Source: an optimization exercise on an open RTL-to-GDS flow (aim: small area, a short achievable clock period and few clock cycles). Production flows keep margins and buffers that such runs may drop.
Where RTL was checked, it was by simulation tests only, not by an equivalence proof against the original.
Power figures rest on the tool's default switching activity, not on a simulated workload.

Design godmr_core, start of the top module:
module godmr_core (
    input  wire        clk,
    input  wire        rst,           
    input  wire        req_valid,
    input  wire        req_write,
    input  wire [1:0]  req_size,      
    input  wire [11:0] req_addr,
    input  wire [31:0] req_wdata,
    output reg         resp_valid,
    output reg         resp_err,
    output reg  [31:0] resp_rdata,
    output wire [15:0] qr_code,       
    input  wire        qr_ok          
);
Settings: LEC_CHECK=0, CAP_MARGIN=20, CORE_MARGIN=2, CORE_UTILIZATION=40, PLACE_DENSITY=0.6, SLEW_MARGIN=20; clock period 5.0 ns.
run.sh (not shown) runs the stock make flow with config.mk's settings and CLKGATE_MAP_FILE= SYNTH_SCRIPT=/design/flow/synth_recipe.tcl, a recipe that flattens the netlist after the stock synthesis.
Testbench counts at the start, summed over its fixed seeds: cycles 26,424.
Then changed:
--- a/flow/design.v
+++ b/flow/design.v
@@ -186,47 +186,44 @@
     wire [31:0] crc32_nx = crc32_8(crc32, e_dat);
     wire step9  = (busy && eng == 2'd0) || c_crc9u || c_crc9f;
     wire step16 = (busy && eng == 2'd1) || c_crc16u || c_crc16f;
     wire step32 = (busy && eng == 2'd2) || c_crc32u || c_crc32f;
     wire is_f = (word[9:4] == 6'h01);                
     wire is_p = (word[9:4] == 6'h02);                
     wire is_w = (word[9:4] == 6'h04);                
     wire [3:0] wi = word[3:0];
     reg [16:0] wr_f, wr_w;
-    integer j;
     always @* begin
         wr_f = 17'd0;
         wr_w = 17'd0;
         if (wr_ok) begin
             if (is_f) begin
                 case (wi)
                     4'h0: wr_f[0] = 1'b1;
                     4'h1: wr_f[1] = 1'b1;
                     4'h2: wr_f[2] = 1'b1;
                     4'h3: wr_f[3] = 1'b1;
                     4'h4: wr_f[5:4] = 2'b11;
                     4'h5: wr_f[6] = 1'b1;
                     4'h6: wr_f[7] = 1'b1;
                     default: ;
                 endcase
             end
-            if (is_p)
-                for (j = 0; j < 9; j = j + 1)
-                    if (wi == j) wr_f[8 + j] = 1'b1;
+            if (is_p && wi <= 4'd8)
+                wr_f[8 + wi] = 1'b1;
             if (is_w) begin
                 case (wi)
                     4'h0: wr_w[0] = 1'b1;
                     4'h1: wr_w[2:1] = 2'b11;
                     4'h2: wr_w[4:3] = 2'b11;
                     4'h3: wr_w[6:5] = 2'b11;
                     4'h4: wr_w[7] = 1'b1;
-                    default: for (j = 5; j < 14; j = j + 1)
-                                 if (wi == j) wr_w[j + 3] = 1'b1;
+                    default: if (wi <= 4'd13) wr_w[wi + 3] = 1'b1;
                 endcase
             end
         end
     end
     wire [16:0] en0 = {17{rst}} | (wr_f & wp) | (wr_w & fp);
     wire [16:0] en1 = {17{rst}} | (wr_f & ~wp) | (wr_w & ~fp);
     genvar k;
     generate
         for (k = 0; k < 53; k = k + 1) begin : g_byte
@@ -324,53 +321,50 @@
                     {emb_valid, emb_lcss, emb_cc} <= 7'd0;
                 end else begin
                     emb_cc    <= emb_code[15:12];
                     emb_lcss  <= emb_code[10:9];
                     emb_valid <= 1'b1;
                 end
             end
         end
     end
-    wire [6:0] ra = word[6:0];
+    reg [6:0] ra;
+    always @(posedge clk) ra <= word[6:0];
     wire r_s  = ~ra[6] & ~ra[5] & ~ra[4];           
     wire r_f  = ~ra[6] & ~ra[5] &  ra[4];           
     wire r_p  = ~ra[6] &  ra[5];                    
     wire r_w  =  ra[6];                             
     wire [3:0] ri = ra[3:0];
     reg [16:0] rs_f, rs_w;
-    integer m;
     always @* begin
         rs_f = 17'd0;
         rs_w = 17'd0;
         if (r_f) begin
             case (ri)
                 4'h0: rs_f[0] = 1'b1;
                 4'h1: rs_f[1] = 1'b1;
                 4'h2: rs_f[2] = 1'b1;
                 4'h3: rs_f[3] = 1'b1;
                 4'h4: rs_f[5:4] = 2'b11;
                 4'h5: rs_f[6] = 1'b1;
                 4'h6: rs_f[7] = 1'b1;
                 default: ;
             endcase
         end
-        if (r_p)
-            for (m = 0; m < 9; m = m + 1)
-                if (ri == m) rs_f[8 + m] = 1'b1;
+        if (r_p) rs_f[8 + ri[3:0]] = 1'b1;
         if (r_w) begin
             case (ri)
                 4'h0: rs_w[0] = 1'b1;
                 4'h1: rs_w[2:1] = 2'b11;
                 4'h2: rs_w[4:3] = 2'b11;
                 4'h3: rs_w[6:5] = 2'b11;
                 4'h4: rs_w[7] = 1'b1;
-                default: for (m = 5; m < 14; m = m + 1)
-                             if (ri == m) rs_w[m + 3] = 1'b1;
+                default: rs_w[ri + 3] = 1'b1;
             endcase
         end
     end
     wire [16:0] s0  = (rs_f & ~fp) | (rs_w & ~wp);
     wire [16:0] s1  = (rs_f &  fp) | (rs_w &  wp);
     wire [16:0] sf0 = rs_f & ~fp, sf1 = rs_f & fp;
     wire [16:0] sw0 = rs_w & ~wp, sw1 = rs_w & wp;
     wire [7:0] flags = fp[6] ? b1[15] : b0[15];
     wire [1:0] view_slot = {1'b0, flags[0]} + 2'd1;
@@ -405,11 +399,11 @@
                 4'h9: rd_reg = sync_lo;
                 4'hA: rd_reg = {emb_len, 8'd0, emb_code};
                 4'hB: rd_reg = {23'd0, emb_valid, 2'b00, emb_lcss, emb_cc};
                 default: rd_reg = 32'd0;
             endcase
         end
         if (r_f && ri == 4'h7) rd_reg = f_view;
         if (r_f && ri == 4'h8) rd_reg = {16'd0, wlen};
     end
-    always @(posedge clk) resp_rdata <= rd_frame | rd_reg;
+    always @* resp_rdata = rd_frame | rd_reg;
 endmodule
This time the run ran to the end with violations: negative setup slack.
Register-to-register slack gains 0.24 ns.
Sequential cell count goes down by 25.
Setup slack got worse by 0.82 ns.
Clock power increases by 2.9%.
Fmax went down by 16%.
Via count rose by 1.7%.
Utilization rises by 2.0 points.
Die area rose by 0.85%.
Wire length goes down by 3.2%.
Cell area grows by 4.6%.
Global-route usage decreases by 1.3 points.
Area after synthesis is higher by 0.86%.
First-iteration DRC count fell by 6.5%.
Non-clock buffer count went up by 85.
Testbench counts after the change, summed over its fixed seeds: cycles 26,424.


## red
godmr_core, a different RTL version from the one above (not shown whole).
Size in the first run: ~100 I/O pins, about 0.042 mm^2 of cells after synthesis.
export LEC_CHECK = 0
export CAP_MARGIN = 20
export CORE_MARGIN = 2
export CORE_UTILIZATION = 40
export PLACE_DENSITY = 0.6
export SETUP_SLACK_MARGIN = 2.6
export SLEW_MARGIN = 20
create_clock -name core_clock -period 5.0 [get_ports {clk}]
Testbench counts of red, summed over its fixed seeds: cycles 27,148.
#### Input delta (blue over red)
-- flow/design.v --
<<< red, line 211
        if (r_f && ri == 4'h8) rd_reg = {16'd0, wlen};
    end
    always @(posedge clk) resp_rdata <= rd_frame | rd_reg | ({32{svc_rd}} & ring_rdata);
    reg [31:0] rg0 [0:7];
    reg [31:0] rg1 [0:7];
>>> blue, line 211
        if (r_f && ri == 4'h8) rd_reg = {16'd0, wlen};
    end
    always @(posedge clk) resp_rdata <= rd_frame | rd_reg | ({32{rd_rf}} & ring_f) |
                                        ({32{rd_rw}} & ring_w);
    reg [31:0] rg0 [0:7];
    reg [31:0] rg1 [0:7];
<<< red, line 217
    reg [3:0]  pww;        
    reg [3:0]  clr;        
    reg        pend;       
    reg [2:0]  p_idx;      
    reg        p_view;     
    reg        p_write;    
    wire clr_done = (clr == 4'd0);
    wire rr_f = (word[9:3] == 7'b0000100);                        
    wire rr_w = (word[9:4] == 6'b000100) && (word[3:0] >= 4'd5) &&
>>> blue, line 218
    reg [3:0]  pww;        
    reg [3:0]  clr;        
    reg        clr_done;   
    reg        pend;       
    reg        hit_pend;   
    reg [2:0]  p_idx;      
    reg        p_view;     
    reg        p_write;    
    wire rr_f = (word[9:3] == 7'b0000100);                        
    wire rr_w = (word[9:4] == 6'b000100) && (word[3:0] >= 4'd5) &&
<<< red, line 229
                     (rr_f ? (word[2:0] == pw) : (word[3:0] == pww));
    wire ring_wait = ring_req && !hit_now;
    wire hit_pend  = pend && clr_done && (p_idx == pw);
    wire svc       = hit_now || hit_pend;
    wire s_write   = hit_now ? req_write : p_write;
    wire s_view    = hit_now ? rr_w : p_view;
    wire [31:0] s_data = hit_now ? req_wdata : q_wd;
    wire svc_rd    = svc && !s_write;
    wire [7:0] fpr = fp[15:8];
    wire [7:0] wpr = wp[15:8];
    wire cfp = fpr[pw];
    wire cwp = wpr[pw];
    wire tgt = s_view ? ~cfp : ~cwp;
    wire wr_r0 = svc && s_write && !tgt;
    wire wr_r1 = svc && s_write &&  tgt;
    wire [31:0] ring_rdata = (s_view ? cwp : cfp) ? rg1[7] : rg0[7];
    wire [16:0] ring_onehot = {1'b0, 8'b1 << pw, 8'b0};
    wire [16:0] rwf = (svc && s_write && !s_view) ? ring_onehot : 17'd0;
>>> blue, line 231
                     (rr_f ? (word[2:0] == pw) : (word[3:0] == pww));
    wire ring_wait = ring_req && !hit_now;
    wire svc       = hit_now || hit_pend;
    wire s_write   = hit_now ? req_write : p_write;
    wire s_view    = hit_now ? rr_w : p_view;
    wire [31:0] s_data = hit_now ? req_wdata : q_wd;
    reg cfp, cwp;
    wire tgt = s_view ? ~cfp : ~cwp;
    wire wr_r0 = svc && s_write && !tgt;
    wire wr_r1 = svc && s_write &&  tgt;
    wire [31:0] ring_f = cfp ? rg1[7] : rg0[7];
    wire [31:0] ring_w = cwp ? rg1[7] : rg0[7];
    wire rd_rf = (hit_now && !req_write && rr_f) || (hit_pend && !p_write && !p_view);
    wire rd_rw = (hit_now && !req_write && rr_w) || (hit_pend && !p_write &&  p_view);
    wire [16:0] ring_onehot = {1'b0, 8'b1 << pw, 8'b0};
    wire [16:0] rwf = (svc && s_write && !s_view) ? ring_onehot : 17'd0;
<<< red, line 256
        rg1[0] <= zero_in ? 32'd0 : (wr_r1 ? s_data : rg1[7]);
    end
    wire [2:0] pw_nx = pw + 3'd3;
    always @(posedge clk) begin
        if (rst) begin
            pw   <= 3'd0;
            pww  <= 4'd5;
            clr  <= 4'd8;
            pend <= 1'b0;
        end else begin
            pw  <= pw_nx;
            pww <= {1'b0, pw_nx} + 4'd5;
            if (!clr_done) clr <= clr - 4'd1;
            if (ring_wait) pend <= 1'b1;
            else if (hit_pend) pend <= 1'b0;
        end
        if (req_valid) begin
            p_idx   <= rr_f ? word[2:0] : (word[2:0] - 3'd5);
            p_view  <= rr_w;
            p_write <= req_write;
>>> blue, line 256
        rg1[0] <= zero_in ? 32'd0 : (wr_r1 ? s_data : rg1[7]);
    end
    wire [2:0] pw_nx    = pw + 3'd3;
    wire       pend_nx  = ring_wait || (pend && !hit_pend);
    wire [2:0] p_idx_nx = req_valid ? (rr_f ? word[2:0] : (word[2:0] - 3'd5)) : p_idx;
    always @(posedge clk) begin
        if (rst) begin
            pw       <= 3'd0;
            pww      <= 4'd5;
            clr      <= 4'd8;
            clr_done <= 1'b0;
            pend     <= 1'b0;
            hit_pend <= 1'b0;
        end else begin
            pw       <= pw_nx;
            pww      <= {1'b0, pw_nx} + 4'd5;
            if (!clr_done) clr <= clr - 4'd1;
            clr_done <= (clr <= 4'd1);
            pend     <= pend_nx;
            hit_pend <= pend_nx && (clr <= 4'd1) && (p_idx_nx == pw_nx);
        end
        if (req_valid) begin
            p_idx   <= p_idx_nx;
            p_view  <= rr_w;
            p_write <= req_write;
<<< red, line 359
        end
    endgenerate
    always @(posedge clk) begin
        if (rst) begin
>>> blue, line 364
        end
    endgenerate
    wire [16:0] fp_nx = (wf_all & ~wp) | (~wf_all & (dec_ok ? wp : fp));
    wire [16:0] wp_nx = (ww_all & ~fp) | (~ww_all & (q_enc ? fp : wp));
    wire [7:0]  fpr = fp[15:8];
    wire [7:0]  wpr = wp[15:8];
    always @(posedge clk) begin
        cfp <= !rst && (dec_ok ? wpr[pw_nx] : fpr[pw_nx]);
        cwp <= !rst && (q_enc  ? fpr[pw_nx] : wpr[pw_nx]);
    end
    always @(posedge clk) begin
        if (rst) begin
<<< red, line 364
            fp <= 17'd0;
        end else begin
            fp <= (wf_all & ~wp) | (~wf_all & (dec_ok ? wp : fp));
            wp <= (ww_all & ~fp) | (~ww_all & (q_enc ? fp : wp));
        end
    end
>>> blue, line 377
            fp <= 17'd0;
        end else begin
            fp <= fp_nx;
            wp <= wp_nx;
        end
    end
Notes after the runs:
blue reached the final stage; the timing, DRC and antenna checks on its layout passed.
blue against red: synthesized cell count climbed 202, sum of net half-perimeters after detailed placement climbed 17000 um.
The post-CTS setup repair buffer count reported for blue is greater than that of red by 64.
On initial core utilization, red and blue are basically level.
red → blue: share of the core filled with cells increased by 2.1 points relative to the old numbers; share of the clock period used by the worst path -1.1 points; area growth from synthesis to final layout +5.7 points; area of the core climbed about 3%.
blue reports a higher maximum ir drop on the vdd rail than red does.
Vias: blue more than red
~same power in sequential cells in red and blue
Only the layout flow was run in blue; the RTL was not checked for function there.

[port drivers added, routing unchanged]
Ports are ideal in the flow. The routed layouts listed here were re-timed in OpenROAD. Step 1 (the two cells are an assumption about what drives the block):
set clk [get_ports {clk}]
set_driving_cell -lib_cell sky130_fd_sc_hd__clkbuf_16 $clk
set_driving_cell -lib_cell sky130_fd_sc_hd__buf_2 [delete_from_list [all_inputs] $clk]
Step 2, shift: input delay + t, output delay - t, t = (earliest + latest rising clock arrival at the registers) / 2. This alone moves slack from input paths to output paths. Three values: ideal ports, drivers, drivers and shift; two values: the first two.
run	shift t [ns]	setup slack, ns	hold WS [ns]	worst setup path at the end	worst data-port slew with drivers (ns)
the first run of note 1	0.768	0.815 / 0.805 / 0.038	0.458 / 0.458 / 0.458	input to register	0.11
the second run of note 1	0.771	0.000 / -0.068 / 0.043	0.456 / 0.456 / 0.456	input to register	0.06
red	0.775	2.151 / 2.151 / 1.437	0.294 / 0.294 / 0.294	input to register	0.16
blue	0.783	2.207 / 2.225 / 1.442	0.304 / 0.304 / 0.304	input to register	0.21
For the first run of note 1, which loses most, drivers alone change the setup slack by -0.010 ns; drivers and shift together by -0.777 ns.
